Source: an optimization exercise on an open RTL-to-GDS flow (aim: small area, a short achievable clock period and few clock cycles). Production flows keep margins and buffers that such runs may drop. In this exercise RTL edits were held to simulation tests only and were not proved equivalent to the original. Power is estimated from default activity; no workload was simulated.

==> flow/design.v <==
module ring_buffer #(
    parameter N  = 64,
    parameter AW = 6,
    parameter LO = 3                
) (
    input  wire          clk,
    input  wire          rst,
    input  wire          put,        
    input  wire [7:0]    put_data,
    input  wire          get,        
    output reg  [7:0]    rd_data,    
    output reg           empty,
    output reg           full,
    output reg  [AW-1:0] depth
);
    localparam NL = 1 << LO;
    localparam NH = N >> LO;
    reg [8*N-1:0] store;
    reg [NL-1:0]  rs_lo;            
    reg [NH-1:0]  rs_hi;
    reg [AW-1:0]  wp;               
    reg           wb_v;
    reg [7:0]     wb_d;
    reg [NL-1:0]  we_lo;            
    reg [NH-1:0]  we_hi;            
    reg           one, two;
    integer i, j;
    always @(posedge clk) begin
        for (j = 0; j < NH; j = j + 1)
            for (i = 0; i < NL; i = i + 1)
                if (we_hi[j] && we_lo[i])
                    store[8*(NL*j+i) +: 8] <= wb_d;
    end
    wire [AW-1:0] wp1 = wp + 1'b1;
    wire [NL-1:0] lo_sel = rs_lo;
    wire [NH-1:0] hi_sel = rs_hi;
    reg  [7:0]    grp, nxt;
    always @(*) begin
        nxt = 8'h0;
        for (j = 0; j < NH; j = j + 1) begin
            grp = 8'h0;
            for (i = 0; i < NL; i = i + 1)
                grp = grp | (store[8*(NL*j+i) +: 8] & {8{lo_sel[i]}});
            nxt = nxt | (grp & {8{hi_sel[j]}});
        end
    end
    always @(posedge clk) begin
        if (get) begin
            if (one)
                rd_data <= put_data;
            else if (two && wb_v)
                rd_data <= wb_d;
            else
                rd_data <= nxt;
        end else if (empty && put) begin
            rd_data <= put_data;
        end
    end
    wire [AW-1:0] dp1 = depth + 1'b1;
    wire [AW-1:0] dm1 = depth - 1'b1;
    wire          up  = put && !get;
    wire          dn  = get && !put;
    always @(posedge clk) begin
        wb_d  <= put_data;
        we_lo <= {{(NL-1){1'b0}}, 1'b1} << wp1[LO-1:0];
        if (rst) begin
            we_hi <= {NH{1'b0}};
            rs_lo <= {{(NL-2){1'b0}}, 2'b10};
            rs_hi <= {{(NH-1){1'b0}}, 1'b1};
            wp    <= {AW{1'b1}};
            wb_v  <= 1'b0;
            depth <= {AW{1'b0}};
            empty <= 1'b1;
            one   <= 1'b0;
            two   <= 1'b0;
            full  <= 1'b0;
        end else begin
            wb_v  <= put;
            we_hi <= put ? ({{(NH-1){1'b0}}, 1'b1} << wp1[AW-1:LO]) : {NH{1'b0}};
            if (put) wp <= wp1;
            if (get) begin
                rs_lo <= {rs_lo[NL-2:0], rs_lo[NL-1]};
                if (rs_lo[NL-1])
                    rs_hi <= {rs_hi[NH-2:0], rs_hi[NH-1]};
            end
            if (up) begin
                depth <= dp1;
                empty <= 1'b0;
                one   <= empty;
                two   <= one;
                full  <= (dp1 == {AW{1'b1}});
            end else if (dn) begin
                depth <= dm1;
                empty <= one;
                one   <= two;
                two   <= (depth == 3);
                full  <= 1'b0;
            end
        end
    end
endmodule
module usb_uart_bridge (
    input  wire        clk,
    input  wire        rst,
    input  wire        cmd_valid,
    input  wire [7:0]  cmd_data,
    output wire        cmd_ready,
    output reg         ev_valid,
    output reg  [3:0]  ev_code,
    output reg  [31:0] ev_data,
    input  wire        ev_ready
);
    localparam [3:0] EV_BRR      = 4'h0,
                     EV_SETCR    = 4'h1,
                     EV_CLRCR    = 4'h2,
                     EV_READDR   = 4'h3,
                     EV_WRITEDR  = 4'h4,
                     EV_NVIC     = 4'h5,
                     EV_REGOUT   = 4'h6,
                     EV_CFGEP    = 4'h7,
                     EV_USBREAD  = 4'h8,
                     EV_WDATA    = 4'h9,    
                     EV_USBWRITE = 4'hA,
                     EV_CLEARNAK = 4'hB,
                     EV_RETURN   = 4'hC,
                     EV_RESULT   = 4'hD,
                     EV_LINEOUT  = 4'hE,
                     EV_HALT     = 4'hF;
    localparam [2:0] P_OP    = 3'd0,    
                     P_ARG   = 3'd1,    
                     P_LEN   = 3'd2,    
                     P_DATA  = 3'd3,    
                     P_MULTI = 3'd4;    
    localparam [3:0] M_INIT1 = 4'd0,    
                     M_INIT2 = 4'd1,    
                     M_IRQTX = 4'd2,    
                     M_HALT1 = 4'd3,    
                     M_CFG1  = 4'd4,    
                     M_CFG2  = 4'd5,    
                     M_RET0  = 4'd6,    
                     M_RET1  = 4'd7,    
                     M_BULK  = 4'd8,    
                     M_DRAIN = 4'd9;    
    function [2:0] fmt_of;
        input [7:0] o;
        begin
            case (o)
                8'h01, 8'h02, 8'h03, 8'h05, 8'h06, 8'h07,
                8'h10, 8'h13, 8'h50, 8'h61:       fmt_of = 3'd0;
                8'h00, 8'h04, 8'h42, 8'h60:       fmt_of = 3'd1;
                8'h40:                            fmt_of = 3'd2;
                8'h11:                            fmt_of = 3'd3;
                8'h12, 8'h41, 8'h43:              fmt_of = 3'd4;
                default:                          fmt_of = 3'd7;
            endcase
        end
    endfunction
    reg        hv, sv;           
    reg  [7:0] hb, sb;
    localparam K_ZERO = 0, K_NZ = 1, K_01 = 2, K_02 = 3, K_03 = 4, K_05 = 5,
               K_06 = 6, K_07 = 7, K_10 = 8, K_13 = 9, K_50 = 10, K_61 = 11;
    reg  [11:0] hk;
    function [11:0] kdec;
        input [7:0] b;
        begin
            kdec = 12'h0;
            kdec[K_ZERO] = (b == 8'h00);
            kdec[K_NZ]   = (fmt_of(b) != 3'd0);
            kdec[K_01]   = (b == 8'h01);
            kdec[K_02]   = (b == 8'h02);
            kdec[K_03]   = (b == 8'h03);
            kdec[K_05]   = (b == 8'h05);
            kdec[K_06]   = (b == 8'h06);
            kdec[K_07]   = (b == 8'h07);
            kdec[K_10]   = (b == 8'h10);
            kdec[K_13]   = (b == 8'h13);
            kdec[K_50]   = (b == 8'h50);
            kdec[K_61]   = (b == 8'h61);
        end
    endfunction
    reg        crdy;
    assign cmd_ready = crdy;
    wire cmd_in = cmd_valid && crdy;
    localparam QN = 4;
    reg [3:0]  qc [0:QN-1];
    reg [8:0]  qp [0:QN-1];
    reg [QN-1:0] qv;
    reg [1:0]  qw, qr;
    reg        qok;              
    reg [5:0]  dcnt;             
    reg [2:0]  ph;
    reg [3:0]  step;
    reg [7:0]  op;
    reg [1:0]  argc;
    reg [1:0]  alast;
    reg [7:0]  bm;
    reg [7:0]  rem;         
    reg        l7;          
    reg [7:0]  cnt;
    reg        skip;
    reg        pending;
    reg        nakf;
    reg        halt;
    reg [31:0] baud;
    reg [4:0]  ucr;
    reg        nvic_en;
    reg        rxne;
    reg [7:0]  rdr;
    reg        txe;
    reg [7:0]  tdr;
    reg [5:0]  rxa_depth;
    wire       rxa_empty = (rxa_depth == 6'd0);
    wire       rxa_full  = (rxa_depth == 6'd63);
    reg        rx_put, rx_get, tx_put, tx_get;
    reg  [7:0] rx_put_data;
    wire [7:0] rx_rd_data, tx_rd_data;
    wire       rx_empty, rx_full, tx_empty, tx_full;
    wire [5:0] rx_depth;
    wire [6:0] tx_depth;
    wire       out_get;
    wire       tok_q, brr_q;
    reg        stall;
    wire       act;
    ring_buffer #(.N(64), .AW(6)) u_rxrb (
        .clk(clk), .rst(rst),
        .put(rx_put && act), .put_data(rx_put_data),
        .get((rx_get && act) || out_get),
        .rd_data(rx_rd_data), .empty(rx_empty), .full(rx_full), .depth(rx_depth)
    );
    ring_buffer #(.N(128), .AW(7)) u_txrb (
        .clk(clk), .rst(rst),
        .put(tx_put && act), .put_data(hb), .get(tx_get && act),
        .rd_data(tx_rd_data), .empty(tx_empty), .full(tx_full), .depth(tx_depth)
    );
    reg        take, tail;
    reg        e_v;
    reg [3:0]  e_c;
    reg [8:0]  e_p;
    reg [2:0]  n_ph;
    reg [3:0]  n_step;
    reg [7:0]  n_op;
    reg [1:0]  n_argc, n_alast;
    reg [7:0]  n_bm, n_rem, n_cnt;
    reg        n_l7;
    reg        n_skip, n_pending, n_nakf, n_halt, n_nvic, n_rxne, n_txe;
    reg [31:0] n_baud;
    reg [4:0]  n_ucr;
    reg [7:0]  n_rdr, n_tdr;
    reg [5:0]  n_rxa;
    wire [7:0] bulk_n = (hb > 8'd64) ? 8'd64 : hb;
    wire [7:0] ctrl_n = (hb > 8'd7)  ? 8'd7  : hb;
    wire       last   = (rem == 8'd1);
    task start_cmd;
        begin
            n_op   = hb;
            n_argc = 2'd0;
            case (fmt_of(hb))
                3'd1: begin n_ph = P_ARG; n_alast = 2'd0; end
                3'd2: begin n_ph = P_ARG; n_alast = 2'd1; end
                3'd3: begin n_ph = P_ARG; n_alast = 2'd3; end
                3'd4: n_ph = P_LEN;
                default: n_ph = P_OP;
            endcase
        end
    endtask
    task irq_tx;
        begin
            e_v = 1'b1;
            if (tx_empty) begin
                e_c = EV_CLRCR; e_p = 9'h10;
                n_ucr[4] = 1'b0;
            end else begin
                e_c = EV_WRITEDR; e_p = {1'b0, tx_rd_data};
                tx_get = 1'b1;
                n_tdr = tx_rd_data;
                n_txe = 1'b0;
            end
        end
    endtask
    task rx_store;
        input [7:0] b;
        begin
            rx_put = 1'b1; rx_put_data = b;
            n_rxa = rxa_depth + 6'd1;
            if (rx_full) stall = 1'b1;    
        end
    endtask
    always @(*) begin
        take = 1'b0; tail = 1'b0; stall = 1'b0;
        e_v = 1'b0; e_c = 4'h0; e_p = 9'h0;
        rx_put = 1'b0; rx_put_data = hb; rx_get = 1'b0;
        tx_put = 1'b0; tx_get = 1'b0;
        n_ph = ph; n_step = step; n_op = op; n_argc = argc; n_alast = alast;
        n_bm = bm; n_rem = rem; n_l7 = l7; n_cnt = cnt; n_skip = skip;
        n_pending = pending; n_nakf = nakf; n_halt = halt; n_nvic = nvic_en;
        n_baud = baud; n_ucr = ucr; n_rxne = rxne; n_rdr = rdr;
        n_txe = txe; n_tdr = tdr; n_rxa = rxa_depth;
        case (ph)
            P_OP: if (hv) begin
                take = 1'b1;
                n_op = hb;
                if (hk[K_NZ]) begin
                    start_cmd;
                end else if (!halt || hk[K_61]) begin
                    if (hk[K_01]) begin
                        e_v = 1'b1; e_c = EV_RESULT;
                        e_p = rxa_empty ? 9'h0 : {1'b1, rx_rd_data};
                        rx_get = !rxa_empty;
                        n_rxa = rxa_empty ? rxa_depth : rxa_depth - 6'd1;
                        if (tok_q) stall = 1'b1;    
                    end
                    if (hk[K_05]) begin
                        e_v = 1'b1; e_c = EV_RESULT;
                        e_p = tx_empty ? 9'h0 : {1'b1, tx_rd_data};
                        tx_get = !tx_empty;
                    end
                    if (hk[K_02]) begin e_v = 1'b1; e_c = EV_RESULT; e_p = {3'h0, rxa_depth}; end
                    if (hk[K_06]) begin e_v = 1'b1; e_c = EV_RESULT; e_p = {2'h0, tx_depth}; end
                    if (hk[K_03]) begin e_v = 1'b1; e_c = EV_RESULT; e_p = {8'h0, rxa_empty}; end
                    if (hk[K_07]) begin e_v = 1'b1; e_c = EV_RESULT; e_p = {8'h0, tx_empty}; end
                    if (hk[K_10]) begin
                        e_v = 1'b1; e_c = EV_BRR;
                        n_ph = P_MULTI; n_step = M_INIT1;
                    end
                    if (hk[K_13]) begin
                        if (rxne) begin
                            e_v = 1'b1; e_c = EV_READDR; e_p = {1'b0, rdr};
                            n_rxne = 1'b0;
                            if (rxa_full) begin
                                n_ph = P_MULTI; n_step = M_HALT1;
                            end else begin
                                rx_store(rdr);
                                if (txe) begin
                                    n_ph = P_MULTI; n_step = M_IRQTX;
                                end
                            end
                        end else if (txe) begin
                            irq_tx;
                        end
                    end
                    if (hk[K_50]) begin
                        if (nakf && !tx_depth[6]) begin
                            e_v = 1'b1; e_c = EV_CLEARNAK; e_p = 9'h1;
                            n_nakf = 1'b0;
                            if (!rxa_empty) begin
                                n_ph = P_MULTI; n_step = M_DRAIN;
                            end
                        end else if (!rxa_empty) begin
                            e_v = 1'b1; e_c = EV_WDATA; e_p = {3'h0, rxa_depth};
                            n_rxa = 6'd0;
                        end
                    end
                    if (hk[K_61]) begin
                        if (ucr[1] && ucr[2] && !txe) begin
                            e_v = 1'b1; e_c = EV_LINEOUT; e_p = {1'b0, tdr};
                            n_txe = 1'b1;
                        end
                    end
                end
            end
            P_ARG: if (hv) begin
                take = 1'b1;
                n_argc = argc + 2'd1;
                if (argc == 2'd0) n_bm = hb;
                if (op == 8'h11 && !halt) begin
                    n_baud[8*argc +: 8] = hb;
                    if (brr_q) stall = 1'b1;    
                end
                if (argc == alast) begin
                    n_ph = P_OP;
                    if (!halt || op == 8'h60) begin
                        case (op)
                            8'h00: begin
                                e_v = 1'b1; e_c = EV_RESULT; e_p = {8'h0, !rxa_full};
                                if (!rxa_full) rx_store(hb);
                            end
                            8'h04: begin
                                e_v = 1'b1; e_c = EV_RESULT; e_p = {8'h0, !tx_full};
                                tx_put = !tx_full;
                            end
                            8'h42: begin
                                e_v = 1'b1;
                                if (hk[K_ZERO]) begin
                                    e_c = EV_RETURN; e_p = 9'h0;
                                end else begin
                                    e_c = EV_REGOUT; e_p = 9'h1;
                                    n_ph = P_MULTI; n_step = M_CFG1;
                                end
                            end
                            8'h60: begin
                                if (ucr[1] && ucr[3] && !rxne) begin
                                    n_rdr = hb;
                                    n_rxne = 1'b1;
                                end
                            end
                            8'h40: begin
                                e_v = 1'b1; e_c = EV_RETURN;
                                n_pending = 1'b0;
                                if (bm == 8'h21 && hb == 8'h20) begin
                                    n_pending = 1'b1;
                                    e_p = 9'h0;
                                end else if (bm == 8'h21 && hb == 8'h22) begin
                                    e_c = EV_USBWRITE; e_p = 9'h0;
                                    n_ph = P_MULTI; n_step = M_RET0;
                                end else begin
                                    e_p = 9'h1;
                                end
                            end
                            8'h11: begin
                                e_v = 1'b1; e_c = EV_BRR;
                            end
                            default: ;
                        endcase
                    end
                end
            end
            P_LEN: if (hv) begin
                take = 1'b1;
                n_rem = hb;
                n_l7 = (hb == 8'd7);
                n_cnt = 8'h0;
                n_skip = 1'b0;
                n_ph = hk[K_ZERO] ? P_OP : P_DATA;
                if (halt) begin
                    n_skip = 1'b1;
                end else begin
                    case (op)
                        8'h41: begin
                            e_v = 1'b1;
                            if (!pending) begin
                                e_c = EV_RETURN; e_p = 9'h1;
                                n_skip = 1'b1;
                            end else begin
                                n_pending = 1'b0;
                                e_c = EV_USBREAD; e_p = {2'b00, ctrl_n[6:0]};
                                if (hk[K_ZERO]) begin
                                    n_ph = P_MULTI; n_step = M_RET1;
                                end
                            end
                        end
                        8'h43: begin
                            e_v = 1'b1; e_c = EV_USBREAD; e_p = {2'b01, bulk_n[6:0]};
                            if (hk[K_ZERO]) begin
                                n_ph = P_MULTI; n_step = M_BULK;
                            end
                        end
                        default: ;
                    endcase
                end
            end
            P_DATA: if (hv) begin
                take = 1'b1;
                n_cnt = cnt + 8'd1;
                n_rem = rem - 8'd1;
                if (last) n_ph = P_OP;
                if (!skip) begin
                    case (op)
                        8'h12, 8'h43: begin
                            if (op == 8'h12 || !cnt[7] && !cnt[6]) begin
                                e_v = 1'b1;
                                if (tx_full) begin
                                    e_c = EV_HALT; e_p = 9'd2;
                                    n_halt = 1'b1;
                                    n_skip = 1'b1;
                                end else begin
                                    e_c = EV_SETCR; e_p = 9'h10;
                                    tx_put = 1'b1;
                                    n_ucr[4] = 1'b1;
                                    if (last && op == 8'h43) begin
                                        n_ph = P_MULTI; n_step = M_BULK;
                                    end
                                end
                            end else if (last) begin
                                n_ph = P_MULTI; n_step = M_BULK;
                            end
                        end
                        8'h41: begin
                            if (l7) begin
                                if (cnt < 8'd4) begin
                                    n_baud[8*cnt[1:0] +: 8] = hb;
                                    if (brr_q) stall = 1'b1;
                                end
                                if (cnt == 8'd4) begin
                                    e_v = 1'b1; e_c = EV_BRR;
                                end
                                if (cnt == 8'd5) begin
                                    e_v = 1'b1; e_c = EV_USBWRITE; e_p = 9'h0;
                                end
                                if (cnt == 8'd6) begin
                                    e_v = 1'b1; e_c = EV_RETURN; e_p = 9'h0;
                                end
                            end else if (last) begin
                                e_v = 1'b1; e_c = EV_RETURN; e_p = 9'h1;
                            end
                        end
                        default: ;
                    endcase
                end
            end
            P_MULTI: begin
                e_v = 1'b1;
                tail = 1'b1;
                n_ph = P_OP;
                case (step)
                    M_INIT1: begin
                        e_c = EV_SETCR; e_p = 9'h0F;
                        n_ucr = ucr | 5'h0F;
                        n_ph = P_MULTI; n_step = M_INIT2;
                        tail = 1'b0;
                    end
                    M_INIT2: begin
                        e_c = EV_NVIC; e_p = 9'h0;
                        n_nvic = 1'b1;
                    end
                    M_IRQTX: irq_tx;
                    M_HALT1: begin
                        e_c = EV_HALT; e_p = 9'd1;
                        n_halt = 1'b1;
                    end
                    M_CFG1: begin
                        e_c = EV_CFGEP; e_p = 9'h12;
                        n_ph = P_MULTI; n_step = M_CFG2;
                        tail = 1'b0;
                    end
                    M_CFG2: begin
                        e_c = EV_CFGEP; e_p = 9'h01;
                        n_ph = P_MULTI; n_step = M_RET0;
                        tail = 1'b0;
                    end
                    M_RET0: begin e_c = EV_RETURN; e_p = 9'h0; end
                    M_RET1: begin e_c = EV_RETURN; e_p = 9'h1; end
                    M_DRAIN: begin
                        e_c = EV_WDATA; e_p = {3'h0, rxa_depth};
                        n_rxa = 6'd0;
                    end
                    default: begin    
                        e_c = EV_RETURN;
                        e_p = tx_depth[6] ? 9'h2 : 9'h0;
                        if (tx_depth[6]) n_nakf = 1'b1;
                    end
                endcase
            end
            default: n_ph = P_OP;
        endcase
        if (tail && hv && hk[K_NZ]) begin
            take = 1'b1;
            start_cmd;
        end
    end
    assign act = qok && !stall;
    wire take_g = take && act;
    always @(posedge clk) begin
        if (rst) begin
            hv   <= 1'b0;
            sv   <= 1'b0;
            crdy <= 1'b1;
        end else begin
            if (take_g) begin
                if (sv) begin
                    hb <= sb;
                    hk <= kdec(sb);
                    sv <= cmd_in;
                    sb <= cmd_data;
                end else begin
                    hv <= cmd_in;
                    hb <= cmd_data;
                    hk <= kdec(cmd_data);
                end
            end else if (cmd_in) begin
                if (hv) begin
                    sv <= 1'b1;
                    sb <= cmd_data;
                end else begin
                    hv <= 1'b1;
                    hb <= cmd_data;
                    hk <= kdec(cmd_data);
                end
            end
            crdy <= (({1'b0, hv} + {1'b0, sv} + {1'b0, cmd_in}) <= {1'b0, take_g} + 2'd1);
        end
    end
    wire       push = e_v && act;
    wire       oload = !ev_valid || ev_ready;
    wire [3:0] hc = qc[qr];
    wire [8:0] hp = qp[qr];
    wire       hvq = qv[qr];
    wire       htok = (hc == EV_WDATA);
    wire       dlast = (dcnt == hp[5:0]);
    wire       pop = oload && hvq && (!htok || dlast);
    assign     out_get = oload && hvq && htok && !dlast;
    assign tok_q = (qv[0] && qc[0] == EV_WDATA) || (qv[1] && qc[1] == EV_WDATA) ||
                   (qv[2] && qc[2] == EV_WDATA) || (qv[3] && qc[3] == EV_WDATA);
    assign brr_q = (qv[0] && qc[0] == EV_BRR) || (qv[1] && qc[1] == EV_BRR) ||
                   (qv[2] && qc[2] == EV_BRR) || (qv[3] && qc[3] == EV_BRR);
    wire [2:0] qn_now  = {2'b0, qv[0]} + {2'b0, qv[1]} + {2'b0, qv[2]} + {2'b0, qv[3]};
    wire [2:0] qn_next = qn_now + {2'b0, push} - {2'b0, pop};
    integer k;
    always @(posedge clk) begin
        if (push) begin
            qc[qw] <= e_c;
            qp[qw] <= e_p;
        end
        if (rst) begin
            qv   <= {QN{1'b0}};
            qw   <= 2'd0;
            qr   <= 2'd0;
            qok  <= 1'b1;
            dcnt <= 6'd0;
        end else begin
            for (k = 0; k < QN; k = k + 1) begin
                if (push && qw == k) qv[k] <= 1'b1;
                else if (pop && qr == k) qv[k] <= 1'b0;
            end
            if (push) qw <= qw + 2'd1;
            if (pop)  qr <= qr + 2'd1;
            qok <= (qn_next != 3'd4);
            if (pop)          dcnt <= 6'd0;
            else if (out_get) dcnt <= dcnt + 6'd1;
        end
    end
    always @(posedge clk) begin
        if (rst)
            ev_valid <= 1'b0;
        else if (oload)
            ev_valid <= hvq;
    end
    always @(posedge clk) begin
        if (oload) begin
            ev_code <= (htok && dlast) ? EV_USBWRITE : hc;
            if (htok)
                ev_data <= dlast ? {16'h0, 2'b00, hp[5:0], 8'h02} : {24'h0, rx_rd_data};
            else if (hc == EV_BRR)
                ev_data <= baud;
            else if (hc == EV_USBREAD)
                ev_data <= {16'h0, 1'b0, hp[6:0], 7'h0, hp[7]};
            else
                ev_data <= {23'h0, hp};
        end
    end
    always @(posedge clk) begin
        if (rst) begin
            ph        <= P_OP;
            step      <= 4'd0;
            op        <= 8'h0;
            argc      <= 2'd0;
            alast     <= 2'd0;
            bm        <= 8'h0;
            rem       <= 8'h0;
            l7        <= 1'b0;
            cnt       <= 8'h0;
            skip      <= 1'b0;
            pending   <= 1'b0;
            nakf      <= 1'b0;
            halt      <= 1'b0;
            baud      <= 32'd9600;
            ucr       <= 5'h0;
            nvic_en   <= 1'b0;
            rxne      <= 1'b0;
            rdr       <= 8'h0;
            txe       <= 1'b1;
            tdr       <= 8'h0;
            rxa_depth <= 6'd0;
        end else if (act) begin
            ph        <= n_ph;
            step      <= n_step;
            op        <= n_op;
            argc      <= n_argc;
            alast     <= n_alast;
            bm        <= n_bm;
            rem       <= n_rem;
            l7        <= n_l7;
            cnt       <= n_cnt;
            skip      <= n_skip;
            pending   <= n_pending;
            nakf      <= n_nakf;
            halt      <= n_halt;
            baud      <= n_baud;
            ucr       <= n_ucr;
            nvic_en   <= n_nvic;
            rxne      <= n_rxne;
            rdr       <= n_rdr;
            txe       <= n_txe;
            tdr       <= n_tdr;
            rxa_depth <= n_rxa;
        end
    end
endmodule
==> flow/run.sh <==
#!/bin/bash
# synth_recipe.tcl (not shown) runs the flow's synth.tcl, then flattens the netlist and writes it again
# the make line also repeats each setting of config.mk as NAME=value (left out here)
make -C /OpenROAD-flow-scripts/flow DESIGN_CONFIG=/design/flow/config.mk WORK_HOME=/design/flow/orfs CLKGATE_MAP_FILE= SYNTH_SCRIPT=/design/flow/synth_recipe.tcl finish
==> flow/config.mk <==
export PLATFORM = sky130hd
export DESIGN_NAME = usb_uart_bridge
export DESIGN_NICKNAME = usb_uart_bridge
export VERILOG_FILES = /design/flow/design.v
export SDC_FILE = /design/flow/constraint.sdc
export NUM_CORES = 4
export LEC_CHECK = 0
export ABC_CLOCK_PERIOD_IN_PS = 3000
export CAP_MARGIN = 20
export CORE_MARGIN = 2
export CORE_UTILIZATION = 65
export CTS_BUF_LIST = sky130_fd_sc_hd__clkbuf_4 sky130_fd_sc_hd__clkbuf_8
export SETUP_SLACK_MARGIN = 4.0
export SLEW_MARGIN = 20
==> flow/constraint.sdc <==
create_clock -name core_clock -period 7.0 [get_ports {clk}]
set_input_delay 1.4000 -clock core_clock [delete_from_list [all_inputs] [get_ports {clk}]]
set_output_delay 1.4000 -clock core_clock [all_outputs]
set_load 0.01 [all_outputs]
==> impl_metrics.yaml, run 1 <==
yosys:
  synth-edff-count: 1668
  syn-cell-area_um2: 76610
  yosysTopAreaCell: "edfxtp_1"
  ys_seq_area_share_pct: 72.12
  ys_warn_count: 3
  synth_most_common_cell: "edfxtp_1"
  avgSynthCellArea_um2: 14.65
  synth-main-ff-cell: "edfxtp_1"
  synth.distinct_cells: 108
  yosysTopAreaCellShare_pct: 65.38
  synthTopCellsByArea: "edfxtp_1 (65%), a22oi_1 (8.1%), dfxtp_1 (6.7%)"
  postSynthCellCount: 5231
  async_reset_ff_share_pct: 0
  synth-seq-cells: 1926
  postSynthNetCount: 5290
  ys_top_cells_by_count: "edfxtp_1 (1668), a22oi_1 (823), dfxtp_1 (258), and2_1 (254), clkbuf_1 (248)"
floorplan:
  die_x_um: 347.3
  rows: 125
  dieArea_um2: 120600
  fp.dieH_um: 347.3
  initial_core_util_pct: 65.75
  coreArea_um2: 116500
  io_pins: 50
timing:
  fmax_mhz: 283.6
  final.min_clock_period_ns: 3.526
  finalMaxSlewViolations: 0
  fin_skew_ns: 0.07169
  worst_pin_slew_ns: 1.056
  rsz0062_at_grt: "yes"
  fin_crit_sh_pct: 50.37
  slew-limit-headroom_pct: 29.60
  hold_viol_final: 0
  setup_viol: 0
  timing.setup.tns_ns: 0
worst_hold_path:
  worstHoldPathType: "flip-flop to flip-flop"
  hold_depth: 0
clocking:
  ctsHoldBuffers: 0
  cts_tree: "done"
  cts_buffers: 315
  cts.sinks: 1926
  clkSlewWorstSetupHoldPaths_ns: 0.06
  clockBufferDepth: 4
  clk_latency_ns: 1.04
  cts_max_level: 5
  cts-root-buf: "clkbuf_8"
critical_path:
  path_class: "flip-flop to flip-flop"
  required_ns: 7.95
  startpoint_type: "flip-flop"
  worstPathMaxFanout: 5
  reg2reg_depth: 15
  end_kind: "flip-flop"
  cp.arrival_ns: 4.47
global_route:
  grt_first_pass_wirelength_um: 321300
  gr-usage-met2_pct: 57.02
  gr-total-overflow: 0
  grt_max_degree: 105
  use_met3_pct: 7.085
  grtUsageTotal_pct: 36.23
  grt.busiest_layer: "met2"
  first_global_vias: 48158
  use_met1_pct: 49.42
  antenna_found_initial: 6
power:
  power_uw: 25530
  power_leakage_uw: 0.02814
  powerDensity_nw_per_um2: 293.9
  ir_drop_v: 0.0002598
route:
  vias: 50507
  drc_errors: 0
  ant_nets: 0
  viasPerCell: 7.014
  first_pass_iters: 8
  wire_per_inst_um: 30.92
  drt_iter0_markers: 6626
  drt-total-wl_um: 222600
status:
  status: "no timing/DRC/antenna violations"
final_layout:
  fin_cells: 7201
  area_delta_synth_final_pct: 13.40
  final_nets: 5514
  layout-drive-gt1-share_pct: 18.35
flow_run:
  drv_cap: 0
place:
  dp.cells: 6536
  routabilityCongestion: 0.9630
  place_hpwl_um: 127600
  port-buffer-count: 49
## metrics by stage
step                setup slack [ns]  hold slack (ns)  instance area [µm²]  util, %
floorplan                      3.071           0.3462                76910        -
global placement               2.157           0.4227                78510    67.38
detailed placement             2.113           0.4199                78520    67.38
CTS                            3.488           0.4265                85800    73.64
global route                   3.379           0.4208                86870    74.55
finish                         3.474           0.4310                86880    74.56
## sequential cells by signal, summed over array words and instances, names as in the netlist, 12 cells and up, named ones only
signal / flops
u_txrb.we_hi: 16
u_txrb.store: 1024
baud: 32
u_txrb.rs_hi: 16
ev_data: 32
hk: 12
qp: 36
u_rxrb.store: 512
qc: 16
## final cells by class
| cell class | count | area (µm²) |
|---|---|---|
| tap | 1524 | 1907 |
| timing repair buffer | 260 | 2650 |
| clock inverter | 72 | 359.1 |
| fill | 7238 | 29640 |
| clock buffer | 463 | 5522 |
| antenna | 4 | 10.01 |
| multi-input combinational | 2880 | 20760 |
| sequential | 1926 | 55380 |
| inverter | 72 | 290.3 |
## worst paths after layout
check / startpoint / to / slack, ns
setup / recovery: flip-flop / qok / 3.47
hold / removal: hb[6] / u_txrb.wb_d[6] / 0.43
setup reg to reg: flip-flop / qok / 3.47
hold reg to reg: hb[6] / u_txrb.wb_d[6] / 0.43
## cell families (layout without fill, tap and decap cells)
logic type / count (synthesis) / count (layout) / synth area share [%]
AOI/OAI and AO/OA: 1426 / 1427 / 13.58
xor gates and xnor gates: 40 / 40 / 0.4573
adders and majority gates: 47 / 47 / 0.8068
buffers and inverters: 428 / 867 / 2.304
DFF: 1926 / 1926 / 72.12
muxes: 103 / 103 / 1.587
other: 0 / 4 / 0
and+or+nand+nor: 1261 / 1263 / 9.141
## cells in the final DEF (no fill, tap or decap), types with 18 or more instances in the layout
cell type	netlist	routed
and3_1	29	26
mux2_2	18	18
nand4_1	244	244
clkinv_1	2	44
nor2b_1	35	34
xnor2_1	29	25
o31ai_1	33	32
dfxtp_4	0	25
o21ai_0	93	85
a22oi_1	823	814
or3_1	23	21
o21a_1	30	28
buf_4	9	139
clkbuf_8	0	327
a221oi_1	79	71
clkinv_2	0	20
inv_1	68	59
edfxtp_1	1668	1668
nand3_1	59	51
buf_2	37	38
and2_1	254	251
a21oi_2	2	25
nand2_1	185	171
dfxtp_1	258	207
a31oi_1	26	26
buf_6	8	25
a22o_1	26	26
clkbuf_4	0	136
ha_1	43	39
a21oi_1	157	133
dfxtp_2	0	26
mux2i_1	72	72
buf_12	1	21
nor3_1	83	76
nor2_1	213	201
## power by group
part	internal, µW	switching, µW
Clock	5060	4280
Combinational	1040	1820
Sequential	13000	334
Total	19100	6440
## metal layers
layer	wire [µm]	vias up	share of wire (%)
li1	-	21448	-
met1	83370	25206	37
met2	105500	3218	47
met3	22620	633	10
met4	11150	2	5.0
met5	12	-	0.0054
## critical path, cell delays in order (launching register included)
cell and delay, ns:
dfxtp_4 0.40, buf_12 0.12, mux4_2 0.55, xnor2_2 0.18, nand4_1 0.14, buf_6 0.16
o21ai_4 0.19, nand2_4 0.07, inv_2 0.06, ha_4 0.19, fa_1 0.49, inv_2 0.04
fa_2 0.33, inv_2 0.06, fa_2 0.42, nand3_2 0.07
## repair_timing
action                                  CTS  global route
pin swaps                                49            62
gates resized for setup                 315           116
gates cloned                              9             3
buffers inserted                         67            46
endpoints found under the setup margin  441           198
Testbench counts, summed over its fixed seeds: cycles 34,587.
==> inputs of run 2 (changes only) <==
--- a/flow/design.v
+++ b/flow/design.v
@@ -16,5 +16,6 @@
     localparam NL = 1 << LO;
     localparam NH = N >> LO;
-    reg [8*N-1:0] store;
+    localparam LAST = N - 2;        
+    reg [8*(N-1)-1:0] store;
     reg [NL-1:0]  rs_lo;            
     reg [NH-1:0]  rs_hi;
@@ -29,8 +30,8 @@
         for (j = 0; j < NH; j = j + 1)
             for (i = 0; i < NL; i = i + 1)
-                if (we_hi[j] && we_lo[i])
+                if (NL*j+i <= LAST && we_hi[j] && we_lo[i])
                     store[8*(NL*j+i) +: 8] <= wb_d;
     end
-    wire [AW-1:0] wp1 = wp + 1'b1;
+    wire [AW-1:0] wp1 = (wp == LAST) ? {AW{1'b0}} : wp + 1'b1;
     wire [NL-1:0] lo_sel = rs_lo;
     wire [NH-1:0] hi_sel = rs_hi;
@@ -41,5 +42,6 @@
             grp = 8'h0;
             for (i = 0; i < NL; i = i + 1)
-                grp = grp | (store[8*(NL*j+i) +: 8] & {8{lo_sel[i]}});
+                if (NL*j+i <= LAST)
+                    grp = grp | (store[8*(NL*j+i) +: 8] & {8{lo_sel[i]}});
             nxt = nxt | (grp & {8{hi_sel[j]}});
         end
@@ -68,5 +70,5 @@
             rs_lo <= {{(NL-2){1'b0}}, 2'b10};
             rs_hi <= {{(NH-1){1'b0}}, 1'b1};
-            wp    <= {AW{1'b1}};
+            wp    <= LAST;
             wb_v  <= 1'b0;
             depth <= {AW{1'b0}};
@@ -80,7 +82,12 @@
             if (put) wp <= wp1;
             if (get) begin
-                rs_lo <= {rs_lo[NL-2:0], rs_lo[NL-1]};
-                if (rs_lo[NL-1])
-                    rs_hi <= {rs_hi[NH-2:0], rs_hi[NH-1]};
+                if (rs_hi[NH-1] && rs_lo[NL-2]) begin
+                    rs_lo <= {{(NL-1){1'b0}}, 1'b1};
+                    rs_hi <= {{(NH-1){1'b0}}, 1'b1};
+                end else begin
+                    rs_lo <= {rs_lo[NL-2:0], rs_lo[NL-1]};
+                    if (rs_lo[NL-1])
+                        rs_hi <= {rs_hi[NH-2:0], rs_hi[NH-1]};
+                end
             end
             if (up) begin
@@ -194,5 +201,5 @@
     reg [1:0]  argc;
     reg [1:0]  alast;
-    reg [7:0]  bm;
+    reg        bm21;        
     reg [7:0]  rem;         
     reg        l7;          
@@ -210,6 +217,5 @@
     reg [7:0]  tdr;
     reg [5:0]  rxa_depth;
-    wire       rxa_empty = (rxa_depth == 6'd0);
-    wire       rxa_full  = (rxa_depth == 6'd63);
+    reg        rxa_empty, rxa_full;
     reg        rx_put, rx_get, tx_put, tx_get;
     reg  [7:0] rx_put_data;
@@ -241,5 +247,6 @@
     reg [7:0]  n_op;
     reg [1:0]  n_argc, n_alast;
-    reg [7:0]  n_bm, n_rem, n_cnt;
+    reg [7:0]  n_rem, n_cnt;
+    reg        n_bm21;
     reg        n_l7;
     reg        n_skip, n_pending, n_nakf, n_halt, n_nvic, n_rxne, n_txe;
@@ -283,14 +290,13 @@
             rx_put = 1'b1; rx_put_data = b;
             n_rxa = rxa_depth + 6'd1;
-            if (rx_full) stall = 1'b1;    
         end
     endtask
     always @(*) begin
-        take = 1'b0; tail = 1'b0; stall = 1'b0;
+        take = 1'b0; tail = 1'b0;
         e_v = 1'b0; e_c = 4'h0; e_p = 9'h0;
         rx_put = 1'b0; rx_put_data = hb; rx_get = 1'b0;
         tx_put = 1'b0; tx_get = 1'b0;
         n_ph = ph; n_step = step; n_op = op; n_argc = argc; n_alast = alast;
-        n_bm = bm; n_rem = rem; n_l7 = l7; n_cnt = cnt; n_skip = skip;
+        n_bm21 = bm21; n_rem = rem; n_l7 = l7; n_cnt = cnt; n_skip = skip;
         n_pending = pending; n_nakf = nakf; n_halt = halt; n_nvic = nvic_en;
         n_baud = baud; n_ucr = ucr; n_rxne = rxne; n_rdr = rdr;
@@ -308,5 +314,4 @@
                         rx_get = !rxa_empty;
                         n_rxa = rxa_empty ? rxa_depth : rxa_depth - 6'd1;
-                        if (tok_q) stall = 1'b1;    
                     end
                     if (hk[K_05]) begin
@@ -362,8 +367,7 @@
                 take = 1'b1;
                 n_argc = argc + 2'd1;
-                if (argc == 2'd0) n_bm = hb;
+                if (argc == 2'd0) n_bm21 = (hb == 8'h21);
                 if (op == 8'h11 && !halt) begin
                     n_baud[8*argc +: 8] = hb;
-                    if (brr_q) stall = 1'b1;    
                 end
                 if (argc == alast) begin
@@ -397,8 +401,8 @@
                                 e_v = 1'b1; e_c = EV_RETURN;
                                 n_pending = 1'b0;
-                                if (bm == 8'h21 && hb == 8'h20) begin
+                                if (bm21 && hb == 8'h20) begin
                                     n_pending = 1'b1;
                                     e_p = 9'h0;
-                                end else if (bm == 8'h21 && hb == 8'h22) begin
+                                end else if (bm21 && hb == 8'h22) begin
                                     e_c = EV_USBWRITE; e_p = 9'h0;
                                     n_ph = P_MULTI; n_step = M_RET0;
@@ -479,5 +483,4 @@
                                 if (cnt < 8'd4) begin
                                     n_baud[8*cnt[1:0] +: 8] = hb;
-                                    if (brr_q) stall = 1'b1;
                                 end
                                 if (cnt == 8'd4) begin
@@ -548,4 +551,23 @@
         end
     end
+    always @(*) begin
+        stall = 1'b0;
+        if (hv) begin
+            case (ph)
+                P_OP:
+                    if (!halt && ((hk[K_01] && tok_q) ||
+                                  (hk[K_13] && rxne && !rxa_full && rx_full)))
+                        stall = 1'b1;
+                P_ARG:
+                    if (!halt && ((op == 8'h00 && argc == alast && !rxa_full && rx_full) ||
+                                  (op == 8'h11 && brr_q)))
+                        stall = 1'b1;
+                P_DATA:
+                    if (!skip && op == 8'h41 && l7 && cnt < 8'd4 && brr_q)
+                        stall = 1'b1;
+                default: ;
+            endcase
+        end
+    end
     assign act = qok && !stall;
     wire take_g = take && act;
@@ -589,10 +611,11 @@
     wire       pop = oload && hvq && (!htok || dlast);
     assign     out_get = oload && hvq && htok && !dlast;
-    assign tok_q = (qv[0] && qc[0] == EV_WDATA) || (qv[1] && qc[1] == EV_WDATA) ||
-                   (qv[2] && qc[2] == EV_WDATA) || (qv[3] && qc[3] == EV_WDATA);
-    assign brr_q = (qv[0] && qc[0] == EV_BRR) || (qv[1] && qc[1] == EV_BRR) ||
-                   (qv[2] && qc[2] == EV_BRR) || (qv[3] && qc[3] == EV_BRR);
-    wire [2:0] qn_now  = {2'b0, qv[0]} + {2'b0, qv[1]} + {2'b0, qv[2]} + {2'b0, qv[3]};
-    wire [2:0] qn_next = qn_now + {2'b0, push} - {2'b0, pop};
+    reg  [2:0] qn, tq, bq;
+    assign tok_q = (tq != 3'd0);
+    assign brr_q = (bq != 3'd0);
+    wire       push_tok = push && (e_c == EV_WDATA);
+    wire       push_brr = push && (e_c == EV_BRR);
+    wire       pop_tok  = pop && htok;
+    wire       pop_brr  = pop && (hc == EV_BRR);
     integer k;
     always @(posedge clk) begin
@@ -606,4 +629,7 @@
             qr   <= 2'd0;
             qok  <= 1'b1;
+            qn   <= 3'd0;
+            tq   <= 3'd0;
+            bq   <= 3'd0;
             dcnt <= 6'd0;
         end else begin
@@ -614,5 +640,8 @@
             if (push) qw <= qw + 2'd1;
             if (pop)  qr <= qr + 2'd1;
-            qok <= (qn_next != 3'd4);
+            qn  <= qn + {2'b0, push} - {2'b0, pop};
+            tq  <= tq + {2'b0, push_tok} - {2'b0, pop_tok};
+            bq  <= bq + {2'b0, push_brr} - {2'b0, pop_brr};
+            qok <= pop || !((qn == 3'd4) || (qn == 3'd3 && push));
             if (pop)          dcnt <= 6'd0;
             else if (out_get) dcnt <= dcnt + 6'd1;
@@ -645,5 +674,5 @@
             argc      <= 2'd0;
             alast     <= 2'd0;
-            bm        <= 8'h0;
+            bm21      <= 1'b0;
             rem       <= 8'h0;
             l7        <= 1'b0;
@@ -661,4 +690,6 @@
             tdr       <= 8'h0;
             rxa_depth <= 6'd0;
+            rxa_empty <= 1'b1;
+            rxa_full  <= 1'b0;
         end else if (act) begin
             ph        <= n_ph;
@@ -667,5 +698,5 @@
             argc      <= n_argc;
             alast     <= n_alast;
-            bm        <= n_bm;
+            bm21      <= n_bm21;
             rem       <= n_rem;
             l7        <= n_l7;
@@ -683,4 +714,6 @@
             tdr       <= n_tdr;
             rxa_depth <= n_rxa;
+            rxa_empty <= (n_rxa == 6'd0);
+            rxa_full  <= (n_rxa == 6'd63);
         end
     end
==> impl_metrics.yaml, run 2 <==
final_layout:
  fill_cells: 7269
  reg_top3: "u_txrb.store (1016), u_rxrb.store (504), qp (36)"
  layout-drive-gt1-share_pct: 18.11
  final_common_cell: "edfxtp_1"
  final_area_um2: 86080
  regMostFlops: "u_txrb.store"
  largest_register_ffs: 1016
  final_cell_mix: "edfxtp_1 (1652), a22oi_1 (807), clkbuf_8 (337)"
  utilization_pct: 74.37
  final_nets: 5537
  area_delta_synth_final_pct: 13.83
  fin_cells: 7229
floorplan:
  initial_core_util_pct: 65.34
  rows: 125
  dieArea_um2: 119100
  coreArea_um2: 115700
  die_x_um: 345.1
  io_pins: 50
  fp.dieH_um: 345.1
timing:
  worst_pin_slew_ns: 1.103
  finalMaxSlewViolations: 0
  hold_viol_final: 0
  slew-limit-headroom_pct: 26.46
  setup_viol: 0
  fin_crit_sh_pct: 49.15
  fin_skew_ns: 0.09217
  final.min_clock_period_ns: 3.440
  fmax_mhz: 290.7
  rsz0062_at_grt: "yes"
  timing.setup.tns_ns: 0
clocking:
  clk_latency_ns: 1.03
  cts_tree: "done"
  clkSlewWorstSetupHoldPaths_ns: 0.06
  clockBufferDepth: 4
  cts.sinks: 1914
  cts_buffers: 312
  cts_max_level: 5
  cts-root-buf: "clkbuf_8"
  ctsHoldBuffers: 0
yosys:
  postSynthNetCount: 5294
  synth_simple_gate_area_share_pct: 9.362
  postSynthCellCount: 5230
  yosysTopAreaCell: "edfxtp_1"
  synth-main-ff-cell: "edfxtp_1"
  synth-edff-count: 1652
  yosysTopAreaCellShare_pct: 65.60
  async_reset_ff_share_pct: 0
  synth_fa_ha_area_share_pct: 0.9133
  synth_top_family_by_area: "compound AO/OA/AOI/OAI gates"
  avgSynthCellArea_um2: 14.46
  synth-xor-area-share_pct: 0.4633
  synth.distinct_cells: 90
  synth-seq-cells: 1914
  ys_warn_count: 7
  synthTopCellsByArea: "edfxtp_1 (66%), a22oi_1 (8.2%), dfxtp_1 (6.9%)"
  synth_most_common_cell: "edfxtp_1"
  ys_seq_area_share_pct: 72.54
  syn-cell-area_um2: 75620
  synth_compound_area_share_pct: 13.46
  muxShareOfSynthArea_pct: 1.135
  ys_top_cells_by_count: "edfxtp_1 (1652), a22oi_1 (827), clkbuf_1 (283), nand2_1 (265), dfxtp_1 (262)"
route:
  wire_per_inst_um: 30.21
  viasPerCell: 6.937
  ant_nets: 0
  drc_errors: 0
  top_layer: "met5"
  vias: 50148
  drt-total-wl_um: 218400
  wl_met3_um: 23980
  drt_iter0_markers: 7314
  wl_met2_um: 99970
  first_pass_iters: 6
  wirelength_met1_um: 84150
power:
  powerDensity_nw_per_um2: 286.1
  power_leakage_uw: 0.02742
  ir_drop_v: 0.0002156
  power_uw: 24620
place:
  place_hpwl_um: 126700
  dp.cells: 6536
  routabilityCongestion: 0.9707
  placed_area_um2: 77650
  port-buffer-count: 49
flow_run:
  drv_cap: 0
critical_path:
  end_kind: "flip-flop"
  cp.arrival_ns: 4.28
  crit_path_top_delay_cell: "a211oi_4"
  startpoint_type: "flip-flop"
  max_stage_delay_ns: 0.40
  cpLargestDelayFamily: "simple AND/OR/NAND/NOR gates"
  critPathBufInv: 3
  worstPathMaxFanout: 6
  path_class: "flip-flop to flip-flop"
  required_ns: 7.84
  path_cells: "buf_4 > nor3b_4 > nand3_1 > a211oi_4 > a21oi_1 > o21ai_2 > and2_1 > nand4_1 > ha_1 > inv_1 > ha_1 > inv_1 > fa_2 > xor2_2 > xnor2_1 > nor2_1"
global_route:
  grtUsageTotal_pct: 35.90
  gr-total-overflow: 0
  antenna_found_initial: 8
  grt_max_degree: 127
  first_global_vias: 47397
  grt_first_pass_wirelength_um: 315900
worst_hold_path:
  worstHoldPathType: "flip-flop to flip-flop"
status:
  status: "no timing/DRC/antenna violations"
==> run 2: kinds of logic (layout without fill, tap and decap cells) <==
family,count (synthesis),after routing
AOI/OAI and AO/OA,1435,1436
xor gates and xnor gates,40,40
adders and majority gates,53,53
buffers and inverters,417,880
DFF,1914,1914
muxes,66,66
other,0,6
and+or+nand+nor,1305,1310
==> run 2: cell type report <==
| cell class | count | area (µm²) | area share, % |
|---|---|---|---|
| antenna | 6 | 15.01 | 0.01744 |
| clock buffer | 455 | 5524 | 6.418 |
| clock inverter | 85 | 451.7 | 0.5248 |
| inverter | 69 | 280.3 | 0.3256 |
| multi-input combinational | 2905 | 20290 | 23.57 |
| sequential | 1914 | 55000 | 63.90 |
| tap | 1524 | 1907 | 2.215 |
| timing repair buffer | 270 | 2604 | 3.025 |
| timing repair inverter | 1 | 6.256 | 0.007268 |
==> run 2: stage by stage <==
step | setup slack (ns) | hold slack [ns]
after global placement | 2.708 | 0.4461
after detailed placement | 2.590 | 0.4519
final | 3.560 | 0.4653
after CTS | 3.574 | 0.4590
after global routing | 3.366 | 0.4825
after floorplan | 3.596 | 0.3462
==> run 2: routing by layer <==
layer,vias up,global-route usage (%)
li1,21429,-
met1,24779,51.26
met2,3339,54.23
met3,597,7.168
met4,4,16.20
met5,-,0
==> run 2: worst paths after layout <==
path,startpoint,to,slack [ns],depth (start not counted)
hold reg to reg,alast[1],alast[1],0.47,2
setup reg to reg,op[2],tq[2],3.56,16
setup / recovery,op[2],tq[2],3.56,16
hold / removal,alast[1],alast[1],0.47,2
==> run 2: timing repair <==
action	CTS	global route
cloned	6	6
gates resized for setup	344	143
buffers inserted	82	53
pin swaps	47	53
endpoints found under the setup margin	381	254
==> run 2: worst min-delay path, cell delays in order (launching register included) <==
cell and delay [ns]:
dfxtp_1 0.32, nand2_1 0.06, nand2_1 0.04
==> run 2: report_power, final <==
| group | switching (µW) | total [µW] | internal (µW) |
|---|---|---|---|
| Clock | 4260 | 9400 | 5150 |
| Sequential | 321 | 13100 | 12800 |
| Combinational | 1360 | 2090 | 728 |
Testbench counts of run 2, summed over its fixed seeds: cycles 34,587.

static timing again, ports no longer ideal:
The results above use ideal ports. As a check the final layouts listed here were re-extracted and re-timed, cells and wires unchanged. Step 1 sets driving cells, clkbuf_16 on the clock port and buf_2 on the other inputs (assumed; they add their load-dependent delay and slew). Step 2 adds t to the input delays and takes it off the output delays; t is the mean of the earliest and latest rising clock arrival at the registers after step 1. Input paths then give back, and output paths get back, about the clock's delay inside the block. Slacks: no drivers / after step 1 / after step 2; pairs: no drivers / after step 1.
| run | t, ns | slack for setup (ns) | worst register clock-pin slew, ns |
|---|---|---|---|
| run 1 | 1.066 | 3.474 / 3.474 / 2.549 | 0.07 / 0.07 |
| run 2 | 1.055 | 3.560 / 3.560 / 2.801 | 0.07 / 0.07 |
After both steps every run listed still meets setup and hold. The setup slack of run 1, which loses most, moves by 0.000 ns with the drivers and by -0.925 ns with both steps.
